Source: an optimization exercise on an open RTL-to-GDS flow (aim: small area, a short achievable clock period and few clock cycles). Production flows keep margins and buffers that such runs may drop. Function was checked by simulation only, so behaviour that the tests miss may differ from the original. No activity file was given, so power comes from the tool's default toggle rates.

<file path="flow/config.mk">
export PLATFORM = sky130hd
export DESIGN_NAME = frame_codec
export DESIGN_NICKNAME = frame_codec
export VERILOG_FILES = /design/flow/design.v
export SDC_FILE = /design/flow/constraint.sdc
export NUM_CORES = 4
export LEC_CHECK = 0
export CAP_MARGIN = 20
export CORE_MARGIN = 2
export CORE_UTILIZATION = 40
export CTS_CLUSTER_DIAMETER = 150
export CTS_CLUSTER_SIZE = 30
export SETUP_SLACK_MARGIN = 3.5
export SLEW_MARGIN = 20
</file>
<file path="flow/constraint.sdc">
create_clock -name core_clock -period 6.0 [get_ports {clk}]
set_input_delay 1.2000 -clock core_clock [delete_from_list [all_inputs] [get_ports {clk}]]
set_output_delay 1.2000 -clock core_clock [all_outputs]
set_load 0.01 [all_outputs]
</file>
<file path="flow/design.v">
module frame_codec (
    input  wire        clk,
    input  wire        rst,           
    input  wire        enc_start,
    input  wire        enc_abort,
    input  wire        enc_ext,
    input  wire        enc_dir,       
    input  wire [7:0]  enc_nt,
    input  wire [7:0]  enc_id,
    input  wire [7:0]  enc_attr,
    input  wire [7:0]  enc_opcode,
    input  wire [15:0] enc_pl_len,
    output wire [15:0] pl_addr,       
    input  wire [7:0]  pl_rdata,
    output wire        tx_valid,      
    output wire [7:0]  tx_data,
    input  wire        tx_ready,
    output wire [1:0]  enc_st,
    output wire [1:0]  enc_err,
    output wire [2:0]  enc_cause,
    output wire [15:0] enc_check,
    input  wire        dec_start,
    input  wire        dec_abort,
    input  wire        dec_dir,
    input  wire        rx_valid,      
    input  wire [7:0]  rx_data,
    output wire        rx_ready,
    output wire        dpl_we,        
    output wire [15:0] dpl_waddr,
    output wire [7:0]  dpl_wdata,
    output wire [1:0]  dec_st,
    output wire [1:0]  dec_err,
    output wire [2:0]  dec_cause,
    output reg  [7:0]  dec_nt,
    output reg         dec_ext,
    output reg  [7:0]  dec_id,
    output reg  [7:0]  dec_attr,
    output reg  [7:0]  dec_opcode,
    output wire [15:0] dec_pl_len,
    output wire [15:0] dec_check
);
    localparam [7:0] FRAME_START = 8'h10, FRAME_END = 8'h16, EXT_MARK = 8'h90;
    function automatic [15:0] crc_step(input [15:0] crc, input [7:0] b);
        integer i;
        reg [15:0] c;
        begin
            c = crc ^ {b, 8'h00};
            for (i = 0; i < 8; i = i + 1)
                c = c[15] ? ((c << 1) ^ 16'h1021) : (c << 1);
            crc_step = c;
        end
    endfunction
    function automatic [3:0] legacy_len(input dir, input [7:0] opc);
        begin
            case ({dir, opc})
                {1'b0, 8'h3F}: legacy_len = {1'b1, 3'd4};    
                {1'b1, 8'h3F}: legacy_len = {1'b1, 3'd3};    
                {1'b1, 8'h21}: legacy_len = {1'b1, 3'd1};    
                default:       legacy_len = {1'b0, 3'd0};
            endcase
        end
    endfunction
    localparam [1:0] ST_IDLE = 2'd0, ST_BUSY = 2'd1, ST_DONE = 2'd2, ST_FAULT = 2'd3;
    localparam [3:0] N_NT = 4'd1, N_MARK = 4'd2, N_ID = 4'd3, N_ATTR = 4'd4, N_LENLO = 4'd5,
                     N_LENHI = 4'd6, N_OPC = 4'd7, N_PAY = 4'd8, N_CHK1 = 4'd9,
                     N_CHK2 = 4'd10, N_END = 4'd11;
    reg [1:0]  e_st;
    reg [1:0]  e_cause;
    reg        e_err;
    reg [3:0]  e_n;
    reg        e_ext;
    reg [7:0]  e_nt, e_id, e_attr, e_opcode;
    reg [15:0] e_len;         
    reg [15:0] e_p;           
    reg [15:0] e_crc;         
    reg [7:0]  e_o;           
    reg        e_ov;          
    reg        e_og;          
    reg [7:0]  e_s;           
    reg        e_sv;
    reg        e_rv;          
    wire [3:0]  e_tab   = legacy_len(enc_dir, enc_opcode);
    wire        e_c1    = !enc_ext && enc_opcode == EXT_MARK;
    wire        e_c2    = !enc_ext && !e_tab[3];
    wire        e_c3    = enc_ext ? (enc_pl_len == 16'hFFFF) : (enc_pl_len != {13'd0, e_tab[2:0]});
    wire [1:0]  e_ncause = e_c1 ? 2'd1 : e_c2 ? 2'd2 : e_c3 ? 2'd3 : 2'd0;
    wire        e_fire  = e_ov && tx_ready;
    wire        e_free  = !e_ov || tx_ready;
    wire        e_pend  = e_sv || e_rv;
    wire        e_more  = e_p != e_len;
    wire        e_ldpay = e_free && e_n == N_PAY;
    wire        e_iss   = e_more && !(e_pend && !e_ldpay);
    wire [15:0] e_pinc  = e_p + 16'd1;
    wire [15:0] e_crcs  = crc_step(e_crc, e_o);
    wire [7:0]  e_sum   = e_crc[7:0] - e_o;
    wire [15:0] e_crcn  = e_ext ? e_crcs : {e_crc[15:8], e_sum};
    reg  [7:0]  e_src;
    reg         e_srcv;
    reg  [3:0]  e_nn;
    always @(*) begin
        e_src  = 8'h00;
        e_srcv = 1'b1;
        e_nn   = e_n + 4'd1;
        case (e_n)
            N_NT:    e_src = e_nt;
            N_MARK:  begin
                e_src = e_ext ? EXT_MARK : e_opcode;
                if (!e_ext) e_nn = (e_pend || e_more) ? N_PAY : N_CHK1;
            end
            N_ID:    e_src = e_id;
            N_ATTR:  e_src = e_attr;
            N_LENLO: e_src = e_pinc[7:0];
            N_LENHI: e_src = e_pinc[15:8];
            N_OPC:   begin
                e_src = e_opcode;
                e_nn  = (e_pend || e_more) ? N_PAY : N_CHK1;
            end
            N_PAY:   begin
                e_src  = e_sv ? e_s : pl_rdata;
                e_srcv = e_pend;
                e_nn   = (e_pend && !e_more) ? N_CHK1 : N_PAY;
            end
            N_CHK1:  e_src = e_ext ? e_crcn[15:8] : e_crcn[7:0];
            N_CHK2:  e_src = e_ext ? e_crc[7:0] : FRAME_END;
            default: begin e_srcv = 1'b0; e_nn = e_n; end
        endcase
    end
    assign enc_st    = e_st;
    assign enc_err   = {1'b0, e_err};
    assign enc_cause = {1'b0, e_cause};
    assign enc_check = e_crc;
    assign pl_addr   = e_p;
    assign tx_valid  = e_ov;
    assign tx_data   = e_o;
    always @(posedge clk) begin
        if (rst || enc_abort) begin
            e_st    <= ST_IDLE;
            e_cause <= 2'd0;
            e_err   <= 1'b0;
            e_ov    <= 1'b0;
            e_sv    <= 1'b0;
            e_rv    <= 1'b0;
        end else if (e_st != ST_BUSY) begin
            if (enc_start) begin
                e_ext    <= enc_ext;
                e_nt     <= enc_nt;
                e_id     <= enc_id;
                e_attr   <= enc_attr;
                e_opcode <= enc_opcode;
                e_len    <= enc_pl_len;
                e_p      <= enc_pl_len;
                e_cause  <= e_ncause;
                e_err    <= e_ncause != 2'd0;
                e_st     <= (e_ncause != 2'd0) ? ST_FAULT : ST_BUSY;
                e_ov     <= e_ncause == 2'd0;
                e_o      <= FRAME_START;
                e_og     <= 1'b0;
                e_n      <= N_NT;
                e_crc    <= {8'd0, {8{!enc_ext}}};
                e_sv     <= 1'b0;
                e_rv     <= 1'b0;
            end
        end else begin
            if (e_fire && e_og) e_crc <= e_crcn;
            if (e_fire && e_n == N_END) begin
                e_st <= ST_DONE;
                e_ov <= 1'b0;
            end else if (e_free) begin
                e_o  <= e_src;
                e_ov <= e_srcv;
                e_og <= e_n <= N_PAY;
                if (e_srcv) e_n <= e_nn;
            end
            e_rv <= e_iss;
            if (e_sv ? !e_ldpay : (e_rv && !e_ldpay)) begin
                if (!e_sv) e_s <= pl_rdata;
                e_sv <= 1'b1;
            end else
                e_sv <= 1'b0;
            if (e_free && ((e_n == N_NT && !e_ext) || e_n == N_LENHI))
                e_p <= 16'd0;
            else if (e_iss)
                e_p <= e_pinc;
        end
    end
    localparam [3:0] D_HUNT = 4'd0, D_NT = 4'd1, D_OPC = 4'd2, D_XID = 4'd3, D_XATTR = 4'd4,
                     D_XLO = 4'd5, D_XHI = 4'd6, D_XOPC = 4'd7, D_PAY = 4'd8,
                     D_CK1 = 4'd9, D_CK2 = 4'd10;
    reg [1:0]  d_st;
    reg        d_rx;          
    reg [3:0]  d_pos;
    reg [7:0]  d_b;           
    reg        f_nt;          
    reg        f_step;        
    reg        f_lopc;        
    reg        f_lpay;        
    reg        f_we;          
    reg        f_ck1, f_ck2;  
    reg        d_dir;
    reg [15:0] d_crc;         
    reg        d_bad;
    reg [15:0] d_cnt;         
    reg [15:0] d_rem;         
    reg [2:0]  d_cause;
    reg [1:0]  d_err;
    wire        d_take  = d_rx && rx_valid;
    wire [7:0]  rb      = rx_data;
    wire        rb_mark = rb == EXT_MARK;
    wire [3:0]  d_tab   = legacy_len(d_dir, rb);
    wire        d_last  = d_rem == 16'd1;
    wire [15:0] d_crcs  = crc_step(f_nt ? 16'd0 : d_crc, d_b);
    wire [7:0]  d_sum   = (f_lopc ? dec_nt : d_crc[7:0]) + d_b;
    assign dec_st     = d_st;
    assign dec_err    = d_err;
    assign dec_cause  = d_cause;
    assign rx_ready   = d_rx;
    assign dpl_we     = f_we;
    assign dpl_waddr  = d_cnt;
    assign dpl_wdata  = d_b;
    assign dec_pl_len = d_cnt;
    assign dec_check  = d_crc;
    always @(posedge clk) d_b <= rb;
    always @(posedge clk) begin
        if (rst || dec_abort) begin
            d_st    <= ST_IDLE;
            d_rx    <= 1'b0;
            d_cause <= 3'd0;
            d_err   <= 2'd0;
            f_nt    <= 1'b0;
            f_step  <= 1'b0;
            f_lopc  <= 1'b0;
            f_lpay  <= 1'b0;
            f_we    <= 1'b0;
            f_ck1   <= 1'b0;
            f_ck2   <= 1'b0;
        end else begin
            f_nt   <= d_take && d_pos == D_NT;
            f_step <= d_take && (d_pos == D_NT || (d_pos == D_OPC && rb_mark) ||
                                 (d_pos >= D_XID && d_pos <= D_XOPC) || (d_pos == D_PAY && dec_ext));
            f_lopc <= d_take && d_pos == D_OPC && !rb_mark;
            f_lpay <= d_take && d_pos == D_PAY && !dec_ext;
            f_we   <= d_take && d_pos == D_PAY;
            f_ck1  <= d_take && d_pos == D_CK1;
            f_ck2  <= d_take && d_pos == D_CK2;
            if (d_st != ST_BUSY) begin
                if (dec_start) begin
                    d_dir   <= dec_dir;
                    d_cause <= 3'd0;
                    d_err   <= 2'd0;
                    d_cnt   <= 16'd0;
                    d_st    <= ST_BUSY;
                    d_rx    <= 1'b1;
                    d_pos   <= D_HUNT;
                end
            end else if (d_take) begin
                case (d_pos)
                    D_HUNT: if (rb == FRAME_START) d_pos <= D_NT;
                    D_NT: begin
                        dec_nt <= rb;
                        d_pos  <= D_OPC;
                    end
                    D_OPC: begin
                        dec_ext <= rb_mark;
                        if (rb_mark)
                            d_pos <= D_XID;
                        else begin
                            dec_opcode <= rb;
                            dec_id     <= 8'd0;
                            dec_attr   <= 8'd0;
                            if (!d_tab[3]) begin
                                d_cause <= 3'd4; d_err <= 2'd2; d_st <= ST_FAULT; d_rx <= 1'b0;
                            end else begin
                                d_rem <= {13'd0, d_tab[2:0]};
                                d_pos <= D_PAY;
                            end
                        end
                    end
                    D_XID: begin
                        dec_id <= rb;
                        d_pos  <= D_XATTR;
                    end
                    D_XATTR: begin
                        dec_attr <= rb;
                        d_pos    <= D_XLO;
                    end
                    D_XLO: begin
                        d_rem[7:0] <= rb;
                        d_pos      <= D_XHI;
                    end
                    D_XHI: begin
                        d_rem[15:8] <= rb;
                        if (rb == 8'd0 && d_rem[7:0] == 8'd0) begin
                            d_cause <= 3'd5; d_err <= 2'd2; d_st <= ST_FAULT; d_rx <= 1'b0;
                        end else
                            d_pos <= D_XOPC;
                    end
                    D_XOPC, D_PAY: begin
                        if (d_pos == D_XOPC) dec_opcode <= rb;
                        d_rem <= d_rem - 16'd1;
                        d_pos <= d_last ? D_CK1 : D_PAY;
                    end
                    D_CK1:   d_pos <= D_CK2;
                    default: d_rx  <= 1'b0;      
                endcase
            end
            if (f_step) d_crc <= d_crcs;
            if (f_lopc || f_lpay) d_crc[7:0] <= d_sum;
            if (f_we) d_cnt <= d_cnt + 16'd1;
            if (f_ck1) begin
                if (dec_ext) begin
                    d_bad       <= d_b != d_crc[15:8];
                    d_crc[15:8] <= d_b;
                end else begin
                    d_bad <= d_b != ~d_crc[7:0];
                    d_crc <= {8'd0, d_b};
                end
            end
            if (f_ck2) begin
                if (dec_ext) begin
                    d_crc[7:0] <= d_b;
                    if (d_bad || d_b != d_crc[7:0]) begin
                        d_cause <= 3'd3; d_err <= 2'd1; d_st <= ST_FAULT;
                    end else
                        d_st <= ST_DONE;
                end else if (d_bad) begin
                    d_cause <= 3'd1; d_err <= 2'd1; d_st <= ST_FAULT;
                end else if (d_b != FRAME_END) begin
                    d_cause <= 3'd2; d_err <= 2'd1; d_st <= ST_FAULT;
                end else
                    d_st <= ST_DONE;
            end
        end
    end
endmodule
</file>
<file path="flow/flow/run.sh">
#!/bin/bash
# The standard layout, with every port buffered by a plain buffer (buf_1) instead of the
# delay buffer buffer_ports picks by default; repair upsizes it where timing needs.
set -euo pipefail
export BUFFER_PORTS_ARGS="-buffer_cell sky130_fd_sc_hd__buf_1"
bash standard.sh finish > standard.log 2>&1
</file>
<file path="flow/standard.sh">
#!/bin/bash
# synth_recipe.tcl (not shown) runs the flow's synth.tcl, then flattens the netlist and writes it again
# the make line also repeats each setting of config.mk as NAME=value (left out here)
make -C /OpenROAD-flow-scripts/flow DESIGN_CONFIG=/design/flow/config.mk WORK_HOME=/design/flow/orfs CLKGATE_MAP_FILE= SYNTH_SCRIPT=/design/flow/synth_recipe.tcl "${@:-finish}"
</file>
==> results of run 1 <==
-- cell usage after synthesis (24+ instances only) --
master and number:
edfxtp_1 189, and2_1 24, xnor2_1 97, dfxtp_1 31, nand2_1 96, nand3_1 37, inv_1 33, a21oi_1 63
nor3_1 35, o21ai_0 75, clkbuf_1 36, nor2_1 97, xor2_1 37
-- power groups by stage --
stage	Combinational, W	Clock, W	Sequential (W)
after floorplan	0.000202	0	0.00176
after global placement	0.000296	0	0.00177
after detailed placement	0.000299	0	0.00177
after CTS	0.000316	0.000880	0.00173
after global routing	0.000381	0.000921	0.00174
final	0.000350	0.000853	0.00173
-- how the worst max path moves through the flow --
stage	end	slack, ns	cells after the start
2_1_floorplan	e_attr[0]	3.27	3
3_3_place_gp	d_rem[10]	2.77	7
3_5_place_dp	d_rem[11]	2.76	7
4_1_cts	e_crc[15]	3.46	3
5_1_grt	e_o[7]	3.38	8
6_report	e_o[7]	3.42	8
-- per-stage QoR --
| stage | power (W) | instances | hold WS (ns) |
|---|---|---|---|
| 3_3_place_gp | 0.00207 | 1732 | 0.448 |
| 2_1_floorplan | 0.00196 | 1184 | 0.469 |
| 3_5_place_dp | 0.00207 | 1732 | 0.454 |
| 6_report | 0.00294 | 1808 | 0.469 |
| 4_1_cts | 0.00293 | 1769 | 0.471 |
| 5_1_grt | 0.00304 | 1806 | 0.483 |
-- sequential cells by signal, indices dropped and copies added (netlist names), 16 cells and up --
signal and flops:
e_p 16, e_crc 16, d_cnt 16, d_crc 16
d_rem 16, e_len 16
-- cell type report --
class,count,area (sq um)
Sequential cell,220,6310
Antenna cell,3,7.51
Inverter,33,128
Tap cell,396,495
Fill cell,2850,15900
Clock buffer,16,294
Clock inverter,1,20.0
Timing Repair Buffer,277,1290
Multi-Input combinational cell,862,6020
-- cell usage in the layout (no fill, tap or decap), types with 12 or more instances in the layout --
master / instances
mux2_2: 16
and2_1: 23
nand2b_1: 19
a31oi_1: 18
nor2_1: 93
nand2_1: 93
buf_4: 58
xnor2_1: 97
buf_1: 209
nor4_1: 12
o21ai_0: 69
nor3_1: 30
nor2b_1: 19
xor2_1: 37
nand3_1: 36
a21oi_1: 54
dfxtp_1: 22
edfxtp_1: 189
nand4_1: 22
inv_1: 28
-- tightest hold or removal path: stages, from the launching register on --
cell	delay, ns
dfxtp_1	0.33
nand2_1	0.05
a21oi_1	0.05
-- logic make-up (layout without fill, tap and decap cells) --
logic type | Yosys count | in the layout
other | 1 | 5
DFF | 220 | 220
adders and majority gates | 25 | 25
xor gates and xnor gates | 135 | 135
buffers and inverters | 103 | 327
AOI/OAI and AO/OA | 254 | 254
and+or+nand+nor | 419 | 420
muxes | 26 | 26
-- layer usage --
layer  GRT usage (%)  wire [microns]  vias up
met1            30.8           16300     4870
met5               0              13        -
met2            32.6           16400      434
met4            6.83            1100        2
li1                -               -     4762
met3            4.46            2920       54
-- timing repair --
action	in CTS	in global routing
setup buffers	19	36
hold buffers	0	0
pin swaps	8	23
gates cloned	1	0
setup endpoints to repair	138	123
resized for setup	36	50
==> results.toml, run 1 <==
[global_routing]
grt_pass1_wl_microns = 55100
grt-ovfl-total = 0
grt_pass1_vias = 9398
antenna_found_initial = 3
grt_max_degree = 42
grt.total_usage_pct = 21.5

[floorplanning]
core_area_sq_mm = 0.0305
die_y_microns = 180
dieArea_sq_mm = 0.0323
die_w_microns = 180
placementRows = 64
io_pins = 221
start_util_pct = 40.5

[critical_path]
max_stage_delay_ns = 0.48
cp_max_fo = 2
arrival_ns = 2.82
r2r_cells = 8
setup.worst_path.end_class = "flop"
crit_start = "e_o[1]"
start_kind = "flop"
path_class = "flop to flop"
crit_path_top_delay_cell = "o41a_1"
r2r_start = "e_o[1]"
r2r-end = "e_o[7]"
worstPathRequired_ns = 6.23
critical-path-top-delay-family = "compound AO/OA/AOI/OAI gates"
path_cells = "inv_2 > ha_4 > nor2b_4 > o31a_1 > o41a_1 > or3_4 > a21oi_4 > o22ai_2"
r2r_slack_ns = 3.42
path_buf_inv = 1

[worst_hold_path]
hp-start = "d_err[1]"
hold_class = "flop to flop"
holdPathEnd = "d_err[1]"
whs_path_depth = 2

[yosys]
synth_area_per_cell_sq_um = 10.5
postSynth.asyncResetShare_pct = 0
synth_top_area_share_pct = 45.9
synth-compound-area-share_pct = 13.0
synth_xor_area_share_pct = 9.67
ys_ff_latch = 220
syn_inst = 1183
synth_top_family_by_area = "simple AND/OR/NAND/NOR gates"
synth.distinct_cells = 82
ys.flop_type = "edfxtp_1"
yosys-top-cells-area = "edfxtp_1 46%, xnor2_1 6.9%, dfxtp_1 5.0%, o21ai_0 3.0%, nor2_1 2.9%"
yosys.area.top_type = "edfxtp_1"
yosys.area_share.simple_pct = 17.6
synth_enable_flop_cells = 189
synthMuxAreaShare_pct = 2.28
synthAdderAreaFrac_pct = 2.65
seq_area_frac_synth_pct = 50.9
ys.warnings.count = 1
synth_area_sq_mm = 0.0124

[clock_tree]
cts.sink_count = 220
cts_buffers = 11
cts_max_path_buffers = 3
cts.root.buffer_cell = "clkbuf_16"
htreeDepth = 1
clkTransAtPathRegs_ns = 0.12
cts_tree = "built"
clk_latency_ns = 0.48

[placed_design]
gp_congestion = 0.894
portBuffers = 218
dpl_cell_area_sq_mm = 0.0135
dp_slack_ns = 2.76
dp_hpwl_microns = 26400

[detailed_routing]
drtAntennaViolNets = 0
vias_per_cell = 5.60
drtIter0Drc = 924
remaining_drc_errors = 0
wl_per_cell_microns = 20.3
routed_wl_microns = 36700
num_vias = 10100
drtPass1Iterations = 7

[power_and_ir_drop]
seqPwrFrac_pct = 59.1
p_leak_nw = 4.67
peakVddDrop_mv = 0.198
power_frac_comb_pct = 11.9
p_switching_w = 0.000750
clkPwrFrac_pct = 29.0
swShare_pct = 25.5
p_int_w = 0.00219
power_density_mw_per_mm2 = 202

[timing]
drv_slew = 0
final-setup-viol-count = 0
layout_min_cycle_time_ns = 2.58
worst_pin_slew_ns = 0.844
setup_tns_ns = 0
finalCritPeriodShare_pct = 43.0
slew_headroom_pct = 43.2
finalClockSkew_ns = 0.0321
rsz0062_at_grt = "yes"
max_freq_mhz = 387
setup_slack_ns = 3.42
hold_viol = 0

[job]
cap_violations = 0

[status]
status = "finished clean"

[layout]
fin_area_sq_mm = 0.0146
area_growth_pct = 17.9
nets = 1505
fin_util_pct = 47.8
drive_above_1_share_pct = 13.6
Testbench counts, summed over its fixed seeds: cycles 60,163.
==> run 2, diff against run 1 <==
--- a/flow/config.mk
+++ b/flow/config.mk
@@ -8,7 +8,7 @@
 export CAP_MARGIN = 20
 export CORE_MARGIN = 2
 export CORE_UTILIZATION = 40
-export CTS_CLUSTER_DIAMETER = 150
-export CTS_CLUSTER_SIZE = 30
+export CTS_CLUSTER_DIAMETER = 100
+export CTS_CLUSTER_SIZE = 20
 export SETUP_SLACK_MARGIN = 3.5
 export SLEW_MARGIN = 20
==> results.toml, run 2 <==
[status]
status = "finished clean"

[layout]
nFillCells = 2868
area_growth_pct = 17.2
final_cell_mix = "210 x buf_1, 189 x edfxtp_1, 97 x xnor2_1"
layout_commonest_cell = "buf_1"
nets = 1490
multiInputGateArea_sq_mm = 0.00597
drive_above_1_share_pct = 12.5
regArea_sq_mm = 0.00631

[timing]
setup_slack_ns = 3.41
rsz0062_at_grt = "yes"
drv_slew = 0
final-setup-viol-count = 0
setup_tns_ns = 0
max_freq_mhz = 387
layout_min_cycle_time_ns = 2.59
finalCritPeriodShare_pct = 43.1
hold_viol = 0
finalClockSkew_ns = 0.0199
worst_pin_slew_ns = 0.836
slew_headroom_pct = 44.0

[yosys]
synth.distinct_cells = 82
syn_inst = 1183
postSynth.asyncResetShare_pct = 0
synth-compound-area-share_pct = 13.0
synth_xor_area_share_pct = 9.67
synth_area_per_cell_sq_um = 10.5
synth_top_family_by_area = "simple AND/OR/NAND/NOR gates"
yosys.area.top_type = "edfxtp_1"
seq_area_frac_synth_pct = 50.9
yosys.area_share.simple_pct = 17.6
synth_area_sq_mm = 0.0124
ys.warnings.count = 1
yosysMostFrequentCell = "edfxtp_1"
synthAdderAreaFrac_pct = 2.65
synth_common_cells = "189 x edfxtp_1, 97 x nor2_1, 97 x xnor2_1"
yosys-top-cells-area = "edfxtp_1 46%, xnor2_1 6.9%, dfxtp_1 5.0%, o21ai_0 3.0%, nor2_1 2.9%"
synthMuxAreaShare_pct = 2.28
ys_ff_latch = 220
synth_enable_flop_cells = 189
ys.flop_type = "edfxtp_1"
synth_top_area_share_pct = 45.9

[detailed_routing]
drtIter0Drc = 939
num_vias = 10100
remaining_drc_errors = 0
drtAntennaViolNets = 0
wl_per_cell_microns = 20.3
drtPass1Iterations = 7
vias_per_cell = 5.62
routed_wl_microns = 36500

[placed_design]
portBuffers = 218
gp_congestion = 0.894
dp_slack_ns = 2.76
dp_hpwl_microns = 26400

[worst_hold_path]
hold_class = "flop to flop"
whs_path_depth = 2

[power_and_ir_drop]
p_leak_nw = 4.63
peakVddDrop_mv = 0.185
power_density_mw_per_mm2 = 214

[critical_path]
cp_max_fo = 4
path_cells = "ha_1 > o21a_1 > o31a_1 > o41a_1 > or3_4 > a21oi_4 > o22ai_2"
crit_path_top_delay_cell = "edfxtp_1"
path_class = "flop to flop"
start_kind = "flop"
arrival_ns = 2.82
max_stage_delay_ns = 0.54
worstPathRequired_ns = 6.24
r2r_cells = 7
setup.worst_path.end_class = "flop"

[job]
cap_violations = 0

[floorplanning]
dieArea_sq_mm = 0.0323
core_area_sq_mm = 0.0305
die_y_microns = 180
start_util_pct = 40.5
io_pins = 221
die_w_microns = 180
placementRows = 64

[global_routing]
grt_pass1_vias = 9420
grt.total_usage_pct = 21.7
antenna_found_initial = 3
grt_pass1_wl_microns = 55500
grt-ovfl-total = 0
grt_max_degree = 42

[clock_tree]
cts_buffers = 15
clkTransAtPathRegs_ns = 0.09
clk_latency_ns = 0.51
cts.sink_count = 220
cts.root.buffer_cell = "clkbuf_16"
cts_max_path_buffers = 3
htreeDepth = 1
cts_tree = "built"
-- run 2: cell count changes in the layout (fill, tap and decap cells not counted), sizes merged --
| cell | delta |
|---|---|
| inv | +2 |
| clkbuf | +7 |
| clkinvlp | +1 |
| buf | -20 |
-- run 2: stage by stage --
stage	power (W)	std cells	area, sq um	utilization (%)	hold WS [ns]
after floorplan	0.00196	1184	12500	-	0.469
after global placement	0.00207	1732	13500	44.2	0.448
after detailed placement	0.00207	1732	13500	44.2	0.454
after CTS	0.00310	1778	14200	46.4	0.466
after global routing	0.00320	1796	14500	47.5	0.479
final	0.00310	1798	14500	47.5	0.465
-- run 2: cell families (layout without fill, tap and decap cells) --
| group | count (synthesis) | count (layout) |
|---|---|---|
| buffers and inverters | 103 | 317 |
| DFF | 220 | 220 |
| and+or+nand+nor | 419 | 420 |
| other | 1 | 5 |
| adders and majority gates | 25 | 25 |
| muxes | 26 | 26 |
| xor gates and xnor gates | 135 | 135 |
| AOI/OAI and AO/OA | 254 | 254 |
-- run 2: power by group --
group | leakage (nW) | switching [W] | total (W) | internal, W
combinational | 2.44 | 0.000205 | 0.000335 | 0.000130
clock | 0.207 | 0.000550 | 0.00103 | 0.000479
sequential | 1.98 | 0.0000444 | 0.00174 | 0.00169
-- run 2: final timing paths --
check	start	endpoint	slack (ns)
setup / recovery	e_crc[3]	e_o[7]	3.41
hold / removal	d_err[1]	d_err[1]	0.46
setup reg to reg	e_crc[3]	e_o[7]	3.41
hold reg to reg	d_err[1]	d_err[1]	0.46
-- run 2: worst max-delay path, delay by kind of cell (launching register included) --
kind | cells | cell delay (ns)
and+or+nand+nor | 1 | 0.42
adders and majority gates | 1 | 0.38
AOI/OAI and AO/OA | 5 | 0.99
DFF | 1 | 0.54
-- run 2: what timing repair did --
action	CTS	global route
gates resized for setup	36	39
setup buffers	19	17
cloned	1	0
setup endpoints to repair	141	132
pin swaps	8	18
hold buffers	0	0
-- run 2: final cells by class --
type | instances | share of cell area [%]
antenna | 3 | 0.0518
sequential | 220 | 43.5
tap | 396 | 3.42
multi-input combinational | 862 | 41.2
clock buffer | 22 | 2.77
inverter | 33 | 0.881
clock inverter | 4 | 0.233
timing repair buffer | 258 | 7.92
-- run 2: per-layer routing --
| layer | vias to the layer above | routed length, microns | global-route usage, % |
|---|---|---|---|
| met4 | 2 | 1330 | 7.54 |
| met3 | 77 | 2990 | 4.50 |
| met2 | 468 | 16100 | 32.6 |
| li1 | 4720 | - | - |
| met5 | - | 13 | 0 |
| met1 | 4832 | 16100 | 31.1 |
==> run 3, diff against run 2 <==
--- a/flow/config.mk
+++ b/flow/config.mk
@@ -7,7 +7,7 @@
 export LEC_CHECK = 0
 export CAP_MARGIN = 20
 export CORE_MARGIN = 2
-export CORE_UTILIZATION = 40
+export CORE_UTILIZATION = 55
 export CTS_CLUSTER_DIAMETER = 100
 export CTS_CLUSTER_SIZE = 20
 export SETUP_SLACK_MARGIN = 3.5
==> results.toml, run 3 <==
[critical_path]
cp_max_fo = 2
start_kind = "flop"
setup.worst_path.end_class = "output pin"
arrival_ns = 1.34
worstPathRequired_ns = 4.80
path_class = "flop to output pin"

[clock_tree]
clk_latency_ns = 0.49
cts.sink_count = 220
cts_buffers = 14
htreeDepth = 1
clkTransAtPathRegs_ns = 0.09
cts_max_path_buffers = 3
cts_tree = "built"
cts.root.buffer_cell = "clkbuf_16"
ctsHoldBuffers = 0

[job]
cap_violations = 0

[global_routing]
grt_pass1_wl_microns = 53900
grt.total_usage_pct = 29.0
grt_pass1_vias = 9524
grt_max_degree = 51
grt-ovfl-total = 0
antenna_found_initial = 2

[yosys]
synth_area_sq_mm = 0.0124
ys_ff_latch = 220
yosys-top-cells-area = "edfxtp_1 46%, xnor2_1 6.9%, dfxtp_1 5.0%, o21ai_0 3.0%, nor2_1 2.9%"
yosys.area.top_type = "edfxtp_1"
postSynth.asyncResetShare_pct = 0
ys.flop_type = "edfxtp_1"
ys.warnings.count = 1
synth.distinct_cells = 82
seq_area_frac_synth_pct = 50.9
yosysMostFrequentCell = "edfxtp_1"
synth_enable_flop_cells = 189
syn_inst = 1183
synth_top_area_share_pct = 45.9
synth_area_per_cell_sq_um = 10.5
synth_common_cells = "189 x edfxtp_1, 97 x nor2_1, 97 x xnor2_1"

[timing]
drv_slew = 0
hold_viol = 0
rsz0062_at_grt = "yes"
layout_min_cycle_time_ns = 2.54
slew_headroom_pct = 46.5
setup_tns_ns = 0
worst_pin_slew_ns = 0.800
finalCritPeriodShare_pct = 42.3
fin_hold_ws_ns = 0.471
setup_slack_ns = 3.46
finalClockSkew_ns = 0.0290
final-setup-viol-count = 0
max_freq_mhz = 394

[placed_design]
dp_hpwl_microns = 25600
dp_slack_ns = 2.76
gp_congestion = 0.940
portBuffers = 218

[layout]
final_cell_mix = "210 x buf_1, 189 x edfxtp_1, 97 x xnor2_1"
drive_above_1_share_pct = 12.0
layout_commonest_cell = "buf_1"
area_growth_pct = 15.0
nets = 1487
fin_util_pct = 64.8

[floorplanning]
io_pins = 221
dieArea_sq_mm = 0.0237
die_w_microns = 154
core_area_sq_mm = 0.0220
placementRows = 54
die_y_microns = 154
start_util_pct = 56.3

[detailed_routing]
routed_wl_microns = 35100
num_vias = 9978
drtPass1Iterations = 5
vias_per_cell = 5.95
wl_per_cell_microns = 20.9
remaining_drc_errors = 0
drtIter0Drc = 1043
drtAntennaViolNets = 0

[power_and_ir_drop]
p_total_w = 0.00303
peakVddDrop_mv = 0.190
p_leak_nw = 4.59
power_density_mw_per_mm2 = 213

[status]
status = "finished clean"

[worst_hold_path]
hold_class = "flop to flop"
run 3: per-layer routing:
| layer | track usage [%] | wire, microns | vias up |
|---|---|---|---|
| met3 | 4.23 | 2450 | 45 |
| li1 | - | - | 4715 |
| met4 | 6.36 | 572 | 2 |
| met2 | 48.9 | 17100 | 407 |
| met5 | 0 | 11 | - |
| met1 | 40.1 | 14900 | 4809 |
run 3: timing repair:
item | 4_1_cts | 5_1_grt
pin swaps | 5 | 9
setup buffers | 16 | 19
setup endpoints to repair | 100 | 107
gates resized for setup | 36 | 32
run 3: cell type report:
class	count	area, sq um
Antenna cell	1	2.50
Clock buffer	24	409
Fill cell	1833	7730
Inverter	33	128
Multi-Input combinational cell	861	5890
Sequential cell	220	6310
Tap cell	280	350
Timing Repair Buffer	257	1140
run 3: critical path, cell delays in order (launching register included):
cell      delay, ns
edfxtp_1       0.44
buf_4          0.16
buf_4          0.14
buf_1          0.12
run 3: through the flow:
step / std cells / instance area [sq um]
final: 1676 / 14200
after global routing: 1676 / 14200
after CTS: 1656 / 14000
after detailed placement: 1616 / 13400
after global placement: 1616 / 13400
after floorplan: 1184 / 12500
run 3: worst paths after layout:
kind                  from  cells after the start    endpoint  slack [ns]
hold / removal    d_err[0]                      2    d_err[0]        0.47
hold reg to reg   d_err[0]                      2    d_err[0]        0.47
setup reg to reg    e_o[1]                      8    e_crc[7]        3.53
setup / recovery    e_o[1]                      3  tx_data[1]        3.46
run 3: kinds of logic after synthesis:
logic type / synth area share, %
compound gates: 13.0
xor+xnor: 9.67
other cells: 0.0303
fa+ha+maj: 2.65
simple gates: 17.6
buf+inv: 3.88
flops: 50.9
mux: 2.28
run 3: report_power, final:
| part | total (W) | internal, W | switching [W] |
|---|---|---|---|
| registers | 0.00174 | 0.00169 | 0.0000439 |
| clock network | 0.000974 | 0.000469 | 0.000505 |
| logic | 0.000324 | 0.000126 | 0.000198 |
| total | 0.00303 | 0.00229 | 0.000747 |
==> run 4, diff against run 3 <==
--- a/flow/config.mk
+++ b/flow/config.mk
@@ -7,8 +7,6 @@
 export LEC_CHECK = 0
 export CAP_MARGIN = 20
 export CORE_MARGIN = 2
-export CORE_UTILIZATION = 55
-export CTS_CLUSTER_DIAMETER = 100
-export CTS_CLUSTER_SIZE = 20
+export CORE_UTILIZATION = 40
 export SETUP_SLACK_MARGIN = 3.5
 export SLEW_MARGIN = 20
==> results.toml, run 4 <==
[status]
status = "finished clean"

[yosys]
ys.flop_type = "edfxtp_1"
synth_enable_flop_cells = 189
yosys-top-cells-area = "edfxtp_1 46%, xnor2_1 6.9%, dfxtp_1 5.0%, o21ai_0 3.0%, nor2_1 2.9%"
synth_area_sq_mm = 0.0124
synth_area_per_cell_sq_um = 10.5
synth_common_cells = "189 x edfxtp_1, 97 x nor2_1, 97 x xnor2_1"
postSynth.asyncResetShare_pct = 0
ys_ff_latch = 220
synth_top_area_share_pct = 45.9
ys.warnings.count = 1
syn_inst = 1183
seq_area_frac_synth_pct = 50.9
yosys.area.top_type = "edfxtp_1"
yosysMostFrequentCell = "edfxtp_1"
synth.distinct_cells = 82

[clock_tree]
cts_buffers = 26
clkTransAtPathRegs_ns = 0.06
cts.sink_count = 220
clk_latency_ns = 0.53
cts_max_path_buffers = 3
cts.root.buffer_cell = "clkbuf_16"
htreeDepth = 1
cts_tree = "built"

[critical_path]
path_buf_inv = 2
worstPathRequired_ns = 4.80
critical-path-top-delay-family = "flip-flops"
path_cells = "buf_4 > buf_1"
cp_max_fo = 4
path_class = "flop to output pin"
start_kind = "flop"
arrival_ns = 1.32
setup.worst_path.end_class = "output pin"
max_stage_delay_ns = 0.47
crit_path_top_delay_cell = "edfxtp_1"

[power_and_ir_drop]
power_density_mw_per_mm2 = 244
power_frac_comb_pct = 9.3
p_leak_nw = 4.89
swShare_pct = 24.5
clkPwrFrac_pct = 43.2
peakVddDrop_mv = 0.257
seqPwrFrac_pct = 47.6
p_int_w = 0.00276
p_switching_w = 0.000896

[floorplanning]
start_util_pct = 40.5
io_pins = 221
placementRows = 64
core_area_sq_mm = 0.0305
die_w_microns = 180
dieArea_sq_mm = 0.0323
die_y_microns = 180

[global_routing]
grt-ovfl-total = 0
antenna_found_initial = 3
grt_max_degree = 42
grt_pass1_vias = 9584
grt_pass1_wl_microns = 55700
grt.total_usage_pct = 21.7

[timing]
worst_pin_slew_ns = 0.835
rsz0062_at_grt = "yes"
slew_headroom_pct = 44.1
final-setup-viol-count = 0
finalCritPeriodShare_pct = 42.1
drv_slew = 0
fin_hold_ws_ns = 0.460
layout_min_cycle_time_ns = 2.52
setup_tns_ns = 0
max_freq_mhz = 396
finalClockSkew_ns = 0.0120
hold_viol = 0

[placed_design]
portBuffers = 218
gp_congestion = 0.894
dp_hpwl_microns = 26400

[layout]
area_growth_pct = 21.3
layout_commonest_cell = "buf_1"
final_cell_mix = "211 x buf_1, 189 x edfxtp_1, 96 x xnor2_1"
nets = 1507
drive_above_1_share_pct = 14.1

[detailed_routing]
wl_per_cell_microns = 20.1
drtAntennaViolNets = 0
vias_per_cell = 5.66
routed_wl_microns = 36800
remaining_drc_errors = 0
drtPass1Iterations = 6
drtIter0Drc = 1022
num_vias = 10300

[worst_hold_path]
hold_class = "flop to flop"

[job]
cap_violations = 0
-- run 4: power groups by stage --
stage	combinational (W)	sequential, W	clock, W
6_report	0.000339	0.00174	0.00158
3_5_place_dp	0.000299	0.00177	0
4_1_cts	0.000318	0.00174	0.00160
5_1_grt	0.000370	0.00174	0.00166
3_3_place_gp	0.000296	0.00177	0
2_1_floorplan	0.000202	0.00176	0
-- run 4: cells by family (layout without fill, tap and decap cells) --
family | after synthesis | after routing | synth area share (%)
xor gates and xnor gates | 135 | 135 | 9.67
DFF | 220 | 220 | 50.9
other | 1 | 6 | 0.0303
adders and majority gates | 25 | 25 | 2.65
muxes | 26 | 26 | 2.28
and+or+nand+nor | 419 | 420 | 17.6
AOI/OAI and AO/OA | 254 | 254 | 13.0
buffers and inverters | 103 | 345 | 3.88
-- run 4: repair_timing --
action                                  in CTS  in global routing
endpoints found under the setup margin     135                129
hold buffers                                 0                  0
setup buffers                               24                 18
gates resized for setup                     36                 33
gates cloned                                 1                  0
pin swaps                                    8                 16
-- run 4: worst reg2reg max path: stages, from the launching register on --
cell	delay (ns)
edfxtp_1	0.43
inv_2	0.11
ha_4	0.19
nor2b_4	0.12
o31a_1	0.28
o41a_1	0.47
or3_4	0.41
a21oi_4	0.17
o22ai_2	0.08
-- run 4: final timing paths --
check	cells past startpoint	slack [ns]	endpoint	from
worst min register to register	2	0.46	d_err[1]	d_err[1]
worst min-delay path	2	0.46	d_err[1]	d_err[1]
worst max register to register	8	3.48	e_o[7]	e_o[1]
worst max-delay path	2	3.48	dec_check[1]	d_crc[1]
-- run 4: cell type report --
type	instances	area [sq um]
Timing Repair Buffer	264	1200
Multi-Input combinational cell	862	5980
Clock buffer	35	757
Inverter	33	128
Fill cell	2813	15500
Sequential cell	220	6310
Clock inverter	13	106
Antenna cell	4	10.0
Tap cell	396	495
-- run 4: routing by layer --
| metal | routed length [microns] | share of wire [%] | global-route usage, % |
|---|---|---|---|
| met1 | 16100 | 44 | 31.1 |
| met2 | 16100 | 44 | 32.6 |
| met3 | 3410 | 9.3 | 4.58 |
| met4 | 1230 | 3.3 | 7.15 |
| met5 | 13 | 0.035 | 0 |
-- run 4: stage by stage --
stage | instances | power (W) | setup WS, ns | instance area [sq um] | util (%)
2_1_floorplan | 1184 | 0.00196 | 3.27 | 12500 | -
3_3_place_gp | 1732 | 0.00207 | 2.77 | 13500 | 44.2
3_5_place_dp | 1732 | 0.00207 | 2.76 | 13500 | 44.2
4_1_cts | 1805 | 0.00366 | 3.47 | 14600 | 48.0
5_1_grt | 1824 | 0.00377 | 3.36 | 15000 | 49.1
6_report | 1827 | 0.00365 | 3.48 | 15000 | 49.1
==> run 5, diff against run 4 <==
--- a/flow/design.v
+++ b/flow/design.v
@@ -138,10 +138,22 @@
             e_cause <= 2'd0;
             e_err   <= 1'b0;
             e_ov    <= 1'b0;
-            e_sv    <= 1'b0;
-            e_rv    <= 1'b0;
         end else if (e_st != ST_BUSY) begin
             if (enc_start) begin
+                e_cause <= e_ncause;
+                e_err   <= e_ncause != 2'd0;
+                e_st    <= (e_ncause != 2'd0) ? ST_FAULT : ST_BUSY;
+                e_ov    <= e_ncause == 2'd0;
+            end
+        end else if (e_fire && e_n == N_END) begin
+            e_st <= ST_DONE;
+            e_ov <= 1'b0;
+        end else if (e_free)
+            e_ov <= e_srcv;
+    end
+    always @(posedge clk) begin
+        if (e_st != ST_BUSY) begin
+            if (enc_start) begin
                 e_ext    <= enc_ext;
                 e_nt     <= enc_nt;
                 e_id     <= enc_id;
@@ -149,10 +161,6 @@
                 e_opcode <= enc_opcode;
                 e_len    <= enc_pl_len;
                 e_p      <= enc_pl_len;
-                e_cause  <= e_ncause;
-                e_err    <= e_ncause != 2'd0;
-                e_st     <= (e_ncause != 2'd0) ? ST_FAULT : ST_BUSY;
-                e_ov     <= e_ncause == 2'd0;
                 e_o      <= FRAME_START;
                 e_og     <= 1'b0;
                 e_n      <= N_NT;
@@ -162,12 +170,8 @@
             end
         end else begin
             if (e_fire && e_og) e_crc <= e_crcn;
-            if (e_fire && e_n == N_END) begin
-                e_st <= ST_DONE;
-                e_ov <= 1'b0;
-            end else if (e_free) begin
+            if (e_free) begin
                 e_o  <= e_src;
-                e_ov <= e_srcv;
                 e_og <= e_n <= N_PAY;
                 if (e_srcv) e_n <= e_nn;
             end
@@ -226,98 +230,32 @@
             d_rx    <= 1'b0;
             d_cause <= 3'd0;
             d_err   <= 2'd0;
-            f_nt    <= 1'b0;
-            f_step  <= 1'b0;
-            f_lopc  <= 1'b0;
-            f_lpay  <= 1'b0;
             f_we    <= 1'b0;
-            f_ck1   <= 1'b0;
             f_ck2   <= 1'b0;
         end else begin
-            f_nt   <= d_take && d_pos == D_NT;
-            f_step <= d_take && (d_pos == D_NT || (d_pos == D_OPC && rb_mark) ||
-                                 (d_pos >= D_XID && d_pos <= D_XOPC) || (d_pos == D_PAY && dec_ext));
-            f_lopc <= d_take && d_pos == D_OPC && !rb_mark;
-            f_lpay <= d_take && d_pos == D_PAY && !dec_ext;
-            f_we   <= d_take && d_pos == D_PAY;
-            f_ck1  <= d_take && d_pos == D_CK1;
-            f_ck2  <= d_take && d_pos == D_CK2;
+            f_we  <= d_take && d_pos == D_PAY;
+            f_ck2 <= d_take && d_pos == D_CK2;
             if (d_st != ST_BUSY) begin
                 if (dec_start) begin
-                    d_dir   <= dec_dir;
                     d_cause <= 3'd0;
                     d_err   <= 2'd0;
-                    d_cnt   <= 16'd0;
                     d_st    <= ST_BUSY;
                     d_rx    <= 1'b1;
-                    d_pos   <= D_HUNT;
                 end
             end else if (d_take) begin
                 case (d_pos)
-                    D_HUNT: if (rb == FRAME_START) d_pos <= D_NT;
-                    D_NT: begin
-                        dec_nt <= rb;
-                        d_pos  <= D_OPC;
-                    end
-                    D_OPC: begin
-                        dec_ext <= rb_mark;
-                        if (rb_mark)
-                            d_pos <= D_XID;
-                        else begin
-                            dec_opcode <= rb;
-                            dec_id     <= 8'd0;
-                            dec_attr   <= 8'd0;
-                            if (!d_tab[3]) begin
-                                d_cause <= 3'd4; d_err <= 2'd2; d_st <= ST_FAULT; d_rx <= 1'b0;
-                            end else begin
-                                d_rem <= {13'd0, d_tab[2:0]};
-                                d_pos <= D_PAY;
-                            end
-                        end
-                    end
-                    D_XID: begin
-                        dec_id <= rb;
-                        d_pos  <= D_XATTR;
-                    end
-                    D_XATTR: begin
-                        dec_attr <= rb;
-                        d_pos    <= D_XLO;
+                    D_OPC: if (!rb_mark && !d_tab[3]) begin
+                        d_cause <= 3'd4; d_err <= 2'd2; d_st <= ST_FAULT; d_rx <= 1'b0;
                     end
-                    D_XLO: begin
-                        d_rem[7:0] <= rb;
-                        d_pos      <= D_XHI;
+                    D_XHI: if (rb == 8'd0 && d_rem[7:0] == 8'd0) begin
+                        d_cause <= 3'd5; d_err <= 2'd2; d_st <= ST_FAULT; d_rx <= 1'b0;
                     end
-                    D_XHI: begin
-                        d_rem[15:8] <= rb;
-                        if (rb == 8'd0 && d_rem[7:0] == 8'd0) begin
-                            d_cause <= 3'd5; d_err <= 2'd2; d_st <= ST_FAULT; d_rx <= 1'b0;
-                        end else
-                            d_pos <= D_XOPC;
-                    end
-                    D_XOPC, D_PAY: begin
-                        if (d_pos == D_XOPC) dec_opcode <= rb;
-                        d_rem <= d_rem - 16'd1;
-                        d_pos <= d_last ? D_CK1 : D_PAY;
-                    end
-                    D_CK1:   d_pos <= D_CK2;
-                    default: d_rx  <= 1'b0;      
+                    D_CK2: d_rx <= 1'b0;      
+                    default: ;
                 endcase
             end
-            if (f_step) d_crc <= d_crcs;
-            if (f_lopc || f_lpay) d_crc[7:0] <= d_sum;
-            if (f_we) d_cnt <= d_cnt + 16'd1;
-            if (f_ck1) begin
-                if (dec_ext) begin
-                    d_bad       <= d_b != d_crc[15:8];
-                    d_crc[15:8] <= d_b;
-                end else begin
-                    d_bad <= d_b != ~d_crc[7:0];
-                    d_crc <= {8'd0, d_b};
-                end
-            end
             if (f_ck2) begin
                 if (dec_ext) begin
-                    d_crc[7:0] <= d_b;
                     if (d_bad || d_b != d_crc[7:0]) begin
                         d_cause <= 3'd3; d_err <= 2'd1; d_st <= ST_FAULT;
                     end else
@@ -331,4 +269,75 @@
             end
         end
     end
+    always @(posedge clk) begin
+        f_nt   <= d_take && d_pos == D_NT;
+        f_step <= d_take && (d_pos == D_NT || (d_pos == D_OPC && rb_mark) ||
+                             (d_pos >= D_XID && d_pos <= D_XOPC) || (d_pos == D_PAY && dec_ext));
+        f_lopc <= d_take && d_pos == D_OPC && !rb_mark;
+        f_lpay <= d_take && d_pos == D_PAY && !dec_ext;
+        f_ck1  <= d_take && d_pos == D_CK1;
+        if (d_st != ST_BUSY) begin
+            if (dec_start) begin
+                d_dir <= dec_dir;
+                d_pos <= D_HUNT;
+            end
+        end else if (d_take) begin
+            case (d_pos)
+                D_HUNT: if (rb == FRAME_START) d_pos <= D_NT;
+                D_NT: begin
+                    dec_nt <= rb;
+                    d_pos  <= D_OPC;
+                end
+                D_OPC: begin
+                    dec_ext <= rb_mark;
+                    if (rb_mark)
+                        d_pos <= D_XID;
+                    else begin
+                        dec_opcode <= rb;
+                        dec_id     <= 8'd0;
+                        dec_attr   <= 8'd0;
+                        d_rem      <= {13'd0, d_tab[2:0]};
+                        d_pos      <= D_PAY;
+                    end
+                end
+                D_XID: begin
+                    dec_id <= rb;
+                    d_pos  <= D_XATTR;
+                end
+                D_XATTR: begin
+                    dec_attr <= rb;
+                    d_pos    <= D_XLO;
+                end
+                D_XLO: begin
+                    d_rem[7:0] <= rb;
+                    d_pos      <= D_XHI;
+                end
+                D_XHI: begin
+                    d_rem[15:8] <= rb;
+                    d_pos       <= D_XOPC;
+                end
+                D_XOPC, D_PAY: begin
+                    if (d_pos == D_XOPC) dec_opcode <= rb;
+                    d_rem <= d_rem - 16'd1;
+                    d_pos <= d_last ? D_CK1 : D_PAY;
+                end
+                D_CK1:   d_pos <= D_CK2;
+                default: ;
+            endcase
+        end
+        if (f_step) d_crc <= d_crcs;
+        if (f_lopc || f_lpay) d_crc[7:0] <= d_sum;
+        if (f_we) d_cnt <= d_cnt + 16'd1;
+        if (d_st != ST_BUSY && dec_start) d_cnt <= 16'd0;
+        if (f_ck1) begin
+            if (dec_ext) begin
+                d_bad       <= d_b != d_crc[15:8];
+                d_crc[15:8] <= d_b;
+            end else begin
+                d_bad <= d_b != ~d_crc[7:0];
+                d_crc <= {8'd0, d_b};
+            end
+        end
+        if (f_ck2 && dec_ext) d_crc[7:0] <= d_b;
+    end
 endmodule
--- a/flow/config.mk
+++ b/flow/config.mk
@@ -7,6 +7,8 @@
 export LEC_CHECK = 0
 export CAP_MARGIN = 20
 export CORE_MARGIN = 2
-export CORE_UTILIZATION = 40
+export CORE_UTILIZATION = 65
+export CTS_CLUSTER_DIAMETER = 100
+export CTS_CLUSTER_SIZE = 20
 export SETUP_SLACK_MARGIN = 3.5
 export SLEW_MARGIN = 20
==> results.toml, run 5 <==
[clock_tree]
clkTransAtPathRegs_ns = 0.09
cts_max_path_buffers = 3
cts.sink_count = 220
ctsHoldBuffers = 0
cts.root.buffer_cell = "clkbuf_16"
cts_tree = "built"
cts_buffers = 14
clk_latency_ns = 0.48
htreeDepth = 1

[global_routing]
grt_max_degree = 44
antenna_found_initial = 5
grt_pass1_vias = 9396
grt-ovfl-total = 0
grt_pass1_wl_microns = 51300
grt.total_usage_pct = 33.4

[worst_hold_path]
hp-start = "d_cause[1]"
holdPathEnd = "d_cause[1]"
hold_class = "flop to flop"
whs_path_depth = 2

[yosys]
synth_common_cells = "167 x edfxtp_1, 107 x nand2_1, 103 x nor2_1"
ys.flop_type = "edfxtp_1"
synth_enable_flop_cells = 167
ys_ff_latch = 220
syn_inst = 1166
seq_area_frac_synth_pct = 50.7
synth_area_sq_mm = 0.0120
synth_area_per_cell_sq_um = 10.3
ys.warnings.count = 1
synth.distinct_cells = 77
postSynth.asyncResetShare_pct = 0
yosys.area.top_type = "edfxtp_1"
yosysMostFrequentCell = "edfxtp_1"
synth_top_area_share_pct = 41.8
yosys-top-cells-area = "edfxtp_1 42%, dfxtp_1 8.9%, xnor2_1 5.8%, xor2_1 4.2%, nand2_1 3.4%"

[critical_path]
path_class = "flop to flop"
r2r_start = "d_crc[0]"
cp_max_fo = 5
worstPathRequired_ns = 6.37
r2r-end = "d_crc[6]"
r2r_slack_ns = 3.53
r2r_cells = 10
path_cells = "mux2_2 > ha_1 > inv_1 > fa_1 > nor2b_1 > o21ai_0 > a21boi_1 > o21a_1 > nor3_1 > or3b_1"
setup.worst_path.end_class = "flop"
crit_path_top_delay_cell = "dfxtp_1"
start_kind = "flop"
max_stage_delay_ns = 0.45
arrival_ns = 2.84

[power_and_ir_drop]
power_frac_comb_pct = 22.0
power_density_mw_per_mm2 = 267
swShare_pct = 30.0
peakVddDrop_mv = 0.245
p_switching_w = 0.00109
seqPwrFrac_pct = 51.4
clkPwrFrac_pct = 26.7
p_leak_nw = 4.67
p_int_w = 0.00256

[timing]
finalClockSkew_ns = 0.0168
rsz0062_at_grt = "yes"
final-setup-viol-count = 0
slew_headroom_pct = 45.8
worst_pin_slew_ns = 0.811
setup_tns_ns = 0
layout_min_cycle_time_ns = 2.47
finalCritPeriodShare_pct = 41.2
drv_slew = 0
max_freq_mhz = 405
hold_viol = 0

[detailed_routing]
routed_wl_microns = 33800
remaining_drc_errors = 0
vias_per_cell = 6.25
num_vias = 9981
drtAntennaViolNets = 0
drtPass1Iterations = 5
wl_per_cell_microns = 21.1
drtIter0Drc = 918

[placed_design]
dp_hpwl_microns = 24000
gp_congestion = 0.941
placed_cells = 1547
portBuffers = 218

[job]
cap_violations = 0

[floorplanning]
die_y_microns = 140
io_pins = 221
dieArea_sq_mm = 0.0195
die_w_microns = 140
placementRows = 49
start_util_pct = 66.5
core_area_sq_mm = 0.0180

[layout]
layout_commonest_cell = "buf_1"
final_cell_mix = "207 x buf_1, 167 x edfxtp_1, 106 x nand2_1"
area_growth_pct = 13.9
nFillCells = 1322
layoutNonFillerInstCount = 1597
drive_above_1_share_pct = 9.23
nets = 1457

[status]
status = "finished clean"
==> run 5: cell count changes in the layout (fill, tap and decap cells not counted), sizes merged, moves of 10 or more <==
cell	change
a21oi	-24
clkbuf	-11
xor2	+20
edfxtp	-22
xnor2	-17
nand2	+10
clkinv	-10
dfxtp	+22
buf	-20
==> run 5: per-layer routing <==
layer	vias up	track usage (%)	part of all wire, %
li1	4604	-	-
met1	4750	43.9	39
met2	538	57.0	49
met3	85	5.13	8.6
met4	4	11.3	3.8
met5	-	0	0.080
==> run 5: layout make-up <==
cell class | count | area [sq um] | area share [%]
Antenna cell | 3 | 7.51 | 0.0550
Clock buffer | 24 | 409 | 3.00
Inverter | 29 | 113 | 0.825
Multi-Input combinational cell | 846 | 5710 | 41.8
Sequential cell | 220 | 6090 | 44.6
Tap cell | 229 | 287 | 2.10
Timing Repair Buffer | 244 | 1030 | 7.52
Timing Repair inverter | 2 | 12.5 | 0.0916
==> run 5: worst max-delay path, delay by kind of cell, from the launching register on <==
kind,cells,cell delay [ns]
buffers and inverters,1,0.06
adders and majority gates,2,0.54
and+or+nand+nor,3,0.58
DFF,1,0.45
muxes,1,0.19
AOI/OAI and AO/OA,3,0.54
==> run 5: how the worst max path moves through the flow <==
stage                       start            to  slack (ns)
finish                   d_crc[0]      d_crc[6]        3.53
global route             d_crc[0]      d_crc[6]        3.42
CTS                        d_b[3]  dpl_wdata[3]        3.51
detailed placement         e_n[1]       e_p[10]        2.70
global placement           e_n[1]       e_p[11]        2.79
floorplan           enc_opcode[6]          e_ov        3.34
==> run 5: what timing repair did <==
| action | in CTS | in global routing |
|---|---|---|
| pin swaps | 1 | 5 |
| endpoints found under the hold margin | 0 | 0 |
| gates resized for setup | 35 | 19 |
| cloned | 1 | 2 |
| buffers inserted | 4 | 16 |
| endpoints found under the setup margin | 151 | 56 |
==> run 5: power by group through the flow <==
stage	sequential (W)	clock (W)	combinational, W
after floorplan	0.00187	0	0.000538
after global placement	0.00190	0	0.000721
after detailed placement	0.00190	0	0.000744
after CTS	0.00187	0.000976	0.000768
after global routing	0.00188	0.00103	0.000885
final	0.00187	0.000973	0.000803
==> run 5: stage by stage <==
| step | utilization, % | hold WS, ns | area, sq um | setup WS [ns] | total power (W) |
|---|---|---|---|---|---|
| after CTS | 74.5 | 0.471 | 13400 | 3.51 | 0.00361 |
| after floorplan | - | 0.432 | 12100 | 3.34 | 0.00241 |
| after detailed placement | 71.6 | 0.456 | 12900 | 2.70 | 0.00265 |
| after global placement | 71.6 | 0.453 | 12900 | 2.79 | 0.00263 |
| after global routing | 75.7 | 0.502 | 13600 | 3.42 | 0.00379 |
| final | 75.7 | 0.471 | 13700 | 3.53 | 0.00365 |
==> run 5: cell families after synthesis <==
| logic type | synth area share, % |
|---|---|
| compound gates | 12.9 |
| xor+xnor | 10.2 |
| fa+ha+maj | 2.74 |
| buf+inv | 3.85 |
| flops | 50.7 |
| mux | 2.35 |
| other cells | 0.0313 |
| simple gates | 17.2 |
Testbench counts of run 5, summed over its fixed seeds: cycles 60,163.
==> run 6, diff against run 5 <==
--- a/flow/config.mk
+++ b/flow/config.mk
@@ -7,8 +7,8 @@
 export LEC_CHECK = 0
 export CAP_MARGIN = 20
 export CORE_MARGIN = 2
-export CORE_UTILIZATION = 65
+export CORE_UTILIZATION = 55
 export CTS_CLUSTER_DIAMETER = 100
 export CTS_CLUSTER_SIZE = 20
-export SETUP_SLACK_MARGIN = 3.5
+export SETUP_SLACK_MARGIN = 3.7
 export SLEW_MARGIN = 20
==> results.toml, run 6 <==
[yosys]
yosys-top-cells-area = "edfxtp_1 42%, dfxtp_1 8.9%, xnor2_1 5.8%, xor2_1 4.2%, nand2_1 3.4%"
yosysMostFrequentCell = "edfxtp_1"
synth_enable_flop_cells = 167
synth_area_per_cell_sq_um = 10.3
ys_ff_latch = 220
synth.distinct_cells = 77
postSynth.asyncResetShare_pct = 0
ys.flop_type = "edfxtp_1"
synth_area_sq_mm = 0.0120
synth_common_cells = "167 x edfxtp_1, 107 x nand2_1, 103 x nor2_1"
yosys.area.top_type = "edfxtp_1"
syn_inst = 1166
seq_area_frac_synth_pct = 50.7
ys.warnings.count = 1
synth_top_area_share_pct = 41.8

[critical_path]
setup.worst_path.end_class = "output pin"
path_class = "flop to output pin"
cp_max_fo = 3
worstPathRequired_ns = 4.80
r2r_slack_ns = 3.64
start_kind = "flop"
arrival_ns = 1.20

[clock_tree]
htreeDepth = 1
cts_tree = "built"
clkTransAtPathRegs_ns = 0.09
cts_max_path_buffers = 3
clk_latency_ns = 0.48
ctsHoldBuffers = 0
cts.sink_count = 220
cts.root.buffer_cell = "clkbuf_16"
cts_buffers = 14

[floorplanning]
die_w_microns = 152
start_util_pct = 55.4
placementRows = 54
io_pins = 221
core_area_sq_mm = 0.0216
dieArea_sq_mm = 0.0230
die_y_microns = 152

[detailed_routing]
num_vias = 10300
wl_per_cell_microns = 21.2
drtIter0Drc = 781
drtAntennaViolNets = 0
routed_wl_microns = 37100
remaining_drc_errors = 0
vias_per_cell = 5.89
drtPass1Iterations = 6

[layout]
drive_above_1_share_pct = 23.5
layout_commonest_cell = "buf_1"
fin_util_pct = 69.9
final_cell_mix = "168 x buf_1, 167 x edfxtp_1, 128 x buf_4"
nFillCells = 1714
layoutNonFillerInstCount = 1748
area_growth_pct = 26.1
nets = 1558

[timing]
layout_min_cycle_time_ns = 2.40
worst_pin_slew_ns = 0.954
setup_tns_ns = 0
drv_slew = 0
slew_headroom_pct = 36.4
finalClockSkew_ns = 0.0111
final-setup-viol-count = 0
setup_slack_ns = 3.60
finalCritPeriodShare_pct = 40.0
hold_viol = 0
max_freq_mhz = 417
rsz0062_at_grt = "yes"

[placed_design]
dp_hpwl_microns = 25000
dp_slack_ns = 2.87
gp_congestion = 0.864
placed_cells = 1596
portBuffers = 218

[power_and_ir_drop]
p_total_w = 0.00384
peakVddDrop_mv = 0.189
p_leak_nw = 5.40
power_density_mw_per_mm2 = 254

[global_routing]
grt-ovfl-total = 0
grt_max_degree = 53
grt.total_usage_pct = 30.9
grt_pass1_wl_microns = 53900
antenna_found_initial = 5
grt_pass1_vias = 9403

[status]
status = "finished clean"

[job]
cap_violations = 0

[worst_hold_path]
hold_class = "flop to flop"
==> run 6: cell counts after synthesis <==
Identical to the previous run, type by type.
==> run 6: layout make-up <==
class | instances | area, sq um | area share, %
diodes | 2 | 5.00 | 0.0331
clock buffers | 24 | 409 | 2.71
inverters | 29 | 118 | 0.779
multi-input cells | 846 | 6120 | 40.5
flip-flops and latches | 220 | 6140 | 40.7
well taps | 280 | 350 | 2.32
repair buffers | 347 | 1970 | 13.0
==> run 6: power breakdown <==
part | switching (W) | internal [W]
Combinational | 0.000532 | 0.000455
Sequential | 0.000113 | 0.00175
Clock | 0.000515 | 0.000470
Total | 0.00116 | 0.00267
==> run 6: timing repair <==
action / 4_1_cts / 5_1_grt
setup endpoints to repair: 271 / 161
buffers inserted: 60 / 65
resized for setup: 107 / 115
pin swaps: 13 / 38
cloned: 0 / 1
==> run 6: critical path, stage by stage, from the launching register on <==
cell and delay, ns:
edfxtp_1 0.46, buf_6 0.16, buf_6 0.11
==> run 6: path summary, 6_finish.rpt <==
check	endpoint	startpoint	cells after the start
setup / recovery	enc_check[2]	e_crc[2]	2
hold reg to reg	d_cause[2]	d_cause[2]	1
setup reg to reg	e_o[7]	e_crc[1]	7
hold / removal	d_cause[2]	d_cause[2]	1
==> run 6: metrics by stage <==
step,instance area (sq um),hold WS [ns]
2_1_floorplan,12200,0.432
3_3_place_gp,13000,0.458
3_5_place_dp,13000,0.456
4_1_cts,14200,0.477
5_1_grt,15100,0.500
6_report,15100,0.476
==> run 6: logic make-up (layout without fill, tap and decap cells) <==
kind of cell             Yosys count  count (layout)  synth area share, %
buffers and inverters            102             400                 3.85
XOR/XNOR                         138             138                 10.2
AND/OR/NAND/NOR                  416             416                 17.2
multiplexers                      26              26                 2.35
other                              1               4               0.0313
adder cells (fa/ha/maj)           25              25                 2.74
flip-flops                       220             220                 50.7
AO/OA/AOI/OAI                    238             239                 12.9
==> run 6: per-layer routing <==
| metal | track usage [%] | part of all wire (%) | vias to the layer above |
|---|---|---|---|
| met5 | 0 | 0.12 | - |
| met4 | 14.6 | 5.0 | 6 |
| met3 | 4.79 | 7.3 | 113 |
| met2 | 51.9 | 48 | 476 |
| met1 | 39.2 | 39 | 4906 |
| li1 | - | - | 4802 |
==> run 7, diff against run 6 <==
--- a/flow/config.mk
+++ b/flow/config.mk
@@ -10,5 +10,5 @@
 export CORE_UTILIZATION = 55
 export CTS_CLUSTER_DIAMETER = 100
 export CTS_CLUSTER_SIZE = 20
-export SETUP_SLACK_MARGIN = 3.7
+export SETUP_SLACK_MARGIN = 3.3
 export SLEW_MARGIN = 20
==> results.toml, run 7 <==
[status]
status = "finished clean"

[layout]
drive_above_1_share_pct = 5.58
nets = 1437
area_growth_pct = 11.9
multiInputGateArea_sq_mm = 0.00552
nFillCells = 1877
layout_commonest_cell = "buf_1"
final_cell_mix = "213 x buf_1, 167 x edfxtp_1, 106 x nand2_1"
regArea_sq_mm = 0.00608
layoutNonFillerInstCount = 1626
fin_area_sq_mm = 0.0134

[timing]
setup_slack_ns = 3.36
slew_headroom_pct = 40.6
worst_pin_slew_ns = 0.892
drv_slew = 0
final-setup-viol-count = 0
max_freq_mhz = 379
fin_hold_ws_ns = 0.468
setup_tns_ns = 0
hold_viol = 0
finalClockSkew_ns = 0.0193
rsz0062_at_grt = "yes"
layout_min_cycle_time_ns = 2.64
finalCritPeriodShare_pct = 44.0

[clock_tree]
clk_latency_ns = 0.49
htreeDepth = 1
clkTransAtPathRegs_ns = 0.08
ctsHoldBuffers = 0
cts_max_path_buffers = 3
cts.sink_count = 220
cts_tree = "built"
cts_buffers = 15
cts.root.buffer_cell = "clkbuf_16"

[job]
cap_violations = 0

[global_routing]
grt_busiest_layer = "met2"
grt_max_degree = 44
grt_pass1_vias = 8995
grt_pass1_wl_microns = 50600
met3_usage_pct = 3.38
grt.total_usage_pct = 28.9
grt-ovfl-total = 0
antenna_found_initial = 1
grt_use_met2_pct = 49.9
use_met1_pct = 38.4

[detailed_routing]
num_vias = 9583
drtIter0Drc = 753
routed_wl_microns = 33900
vias_per_cell = 5.89
wl_per_cell_microns = 20.8
drtPass1Iterations = 5
drtAntennaViolNets = 0
remaining_drc_errors = 0

[worst_hold_path]
hp-start = "d_cause[1]"
holdPathEnd = "d_cause[1]"
hold_class = "flop to flop"
whs_path_depth = 2

[floorplanning]
die_y_microns = 152
dieArea_sq_mm = 0.0230
die_w_microns = 152
start_util_pct = 55.4
core_area_sq_mm = 0.0216
placementRows = 54
io_pins = 221

[yosys]
syn_inst = 1166
synth_area_sq_mm = 0.0120
yosys.area.top_type = "edfxtp_1"
synth_enable_flop_cells = 167
synth_common_cells = "167 x edfxtp_1, 107 x nand2_1, 103 x nor2_1"
ys.flop_type = "edfxtp_1"
ys_ff_latch = 220
yosysMostFrequentCell = "edfxtp_1"
seq_area_frac_synth_pct = 50.7
yosys-top-cells-area = "edfxtp_1 42%, dfxtp_1 8.9%, xnor2_1 5.8%, xor2_1 4.2%, nand2_1 3.4%"
synth.distinct_cells = 77
ys.warnings.count = 1
postSynth.asyncResetShare_pct = 0
synth_area_per_cell_sq_um = 10.3
synth_top_area_share_pct = 41.8

[critical_path]
r2r_start = "e_n[0]"
critical-path-top-delay-family = "flip-flops"
crit_path_top_delay_cell = "dfxtp_1"
start_kind = "flop"
worstPathRequired_ns = 4.80
path_buf_inv = 1
arrival_ns = 1.44
path_cells = "buf_1"
setup.worst_path.end_class = "output pin"
path_class = "flop to output pin"
max_stage_delay_ns = 0.74
cp_max_fo = 10
r2r_slack_ns = 3.43
r2r_cells = 7
r2r-end = "e_o[6]"

[placed_design]
dp_hpwl_microns = 24900
placed_cells = 1597
gp_congestion = 0.870
portBuffers = 218
dpl_cell_area_sq_mm = 0.0129
dp_slack_ns = 2.68

[power_and_ir_drop]
peakVddDrop_mv = 0.194
power_density_mw_per_mm2 = 272
p_leak_nw = 4.52
run 7: cell counts after synthesis:
Identical to the previous run, type by type.
run 7: cell families after synthesis:
family,synth area share (%)
buffers and inverters,3.85
muxes,2.35
AOI/OAI and AO/OA,12.9
DFF,50.7
xor gates and xnor gates,10.2
and+or+nand+nor,17.2
adders and majority gates,2.74
other,0.0313
run 7: routing by layer:
metal,vias to the layer above,share of wire [%]
met5,-,0
met4,0,2.7
met3,58,5.8
met2,366,50
met1,4589,42
li1,4570,-
run 7: power by group:
| group | total, W | switching [W] | internal (W) |
|---|---|---|---|
| registers | 0.00188 | 0.000140 | 0.00174 |
| logic | 0.000749 | 0.000426 | 0.000323 |
| clock network | 0.00102 | 0.000521 | 0.000501 |
run 7: cell type report:
type | count | area share [%]
Clock inverter | 2 | 0.149
Timing Repair Buffer | 226 | 6.69
Clock buffer | 23 | 3.18
Antenna cell | 1 | 0.0187
Sequential cell | 220 | 45.3
Multi-Input combinational cell | 845 | 41.2
Inverter | 29 | 0.840
Tap cell | 280 | 2.61
run 7: worst max path at each step:
| stage | startpoint | to | slack, ns | cells past startpoint |
|---|---|---|---|---|
| floorplan | enc_opcode[6] | e_err | 3.28 | 6 |
| global placement | enc_start | e_err | 2.68 | 6 |
| detailed placement | e_n[1] | e_p[11] | 2.68 | 8 |
| CTS | f_lopc | d_crc[7] | 3.31 | 9 |
| global route | f_lopc | d_crc[7] | 3.18 | 9 |
| finish | d_b[5] | dpl_wdata[5] | 3.36 | 1 |
run 7: through the flow:
stage / util, % / power, W
2_1_floorplan: - / 0.00240
3_3_place_gp: 59.5 / 0.00264
3_5_place_dp: 59.5 / 0.00265
4_1_cts: 61.8 / 0.00366
5_1_grt: 62.0 / 0.00382
6_report: 62.0 / 0.00365
run 7: what timing repair did:
action | 4_1_cts | 5_1_grt
setup buffers | 2 | 1
gates resized for setup | 10 | 13
endpoints found under the setup margin | 76 | 74

-- static timing again, ports no longer ideal --
How much do the figures lean on ideal ports? The routed layouts below were timed once more, with nothing changed but the port constraints.
Step 1, drivers: a clkbuf_16 drives clk and a buf_2 each remaining input, both assumed.
Step 2 also shifts input and output timing later by t, the mid clock arrival at the registers, as if the neighbouring blocks saw the same clock.
Slacks: ideal ports / drivers / drivers and shift; pairs: ideal ports / drivers.
| run | shift t [ns] | setup WS [ns] |
|---|---|---|
| run 1 | 0.519 | 3.419 / 3.419 / 3.101 |
| run 2 | 0.546 | 3.415 / 3.415 / 3.062 |
| run 3 | 0.526 | 3.461 / 3.412 / 3.068 |
| run 4 | 0.571 | 3.477 / 3.428 / 3.036 |
| run 5 | 0.522 | 3.530 / 3.499 / 3.074 |
| run 6 | 0.526 | 3.601 / 3.551 / 3.117 |
| run 7 | 0.522 | 3.358 / 3.308 / 2.914 |
After both steps every run listed still meets setup and hold.
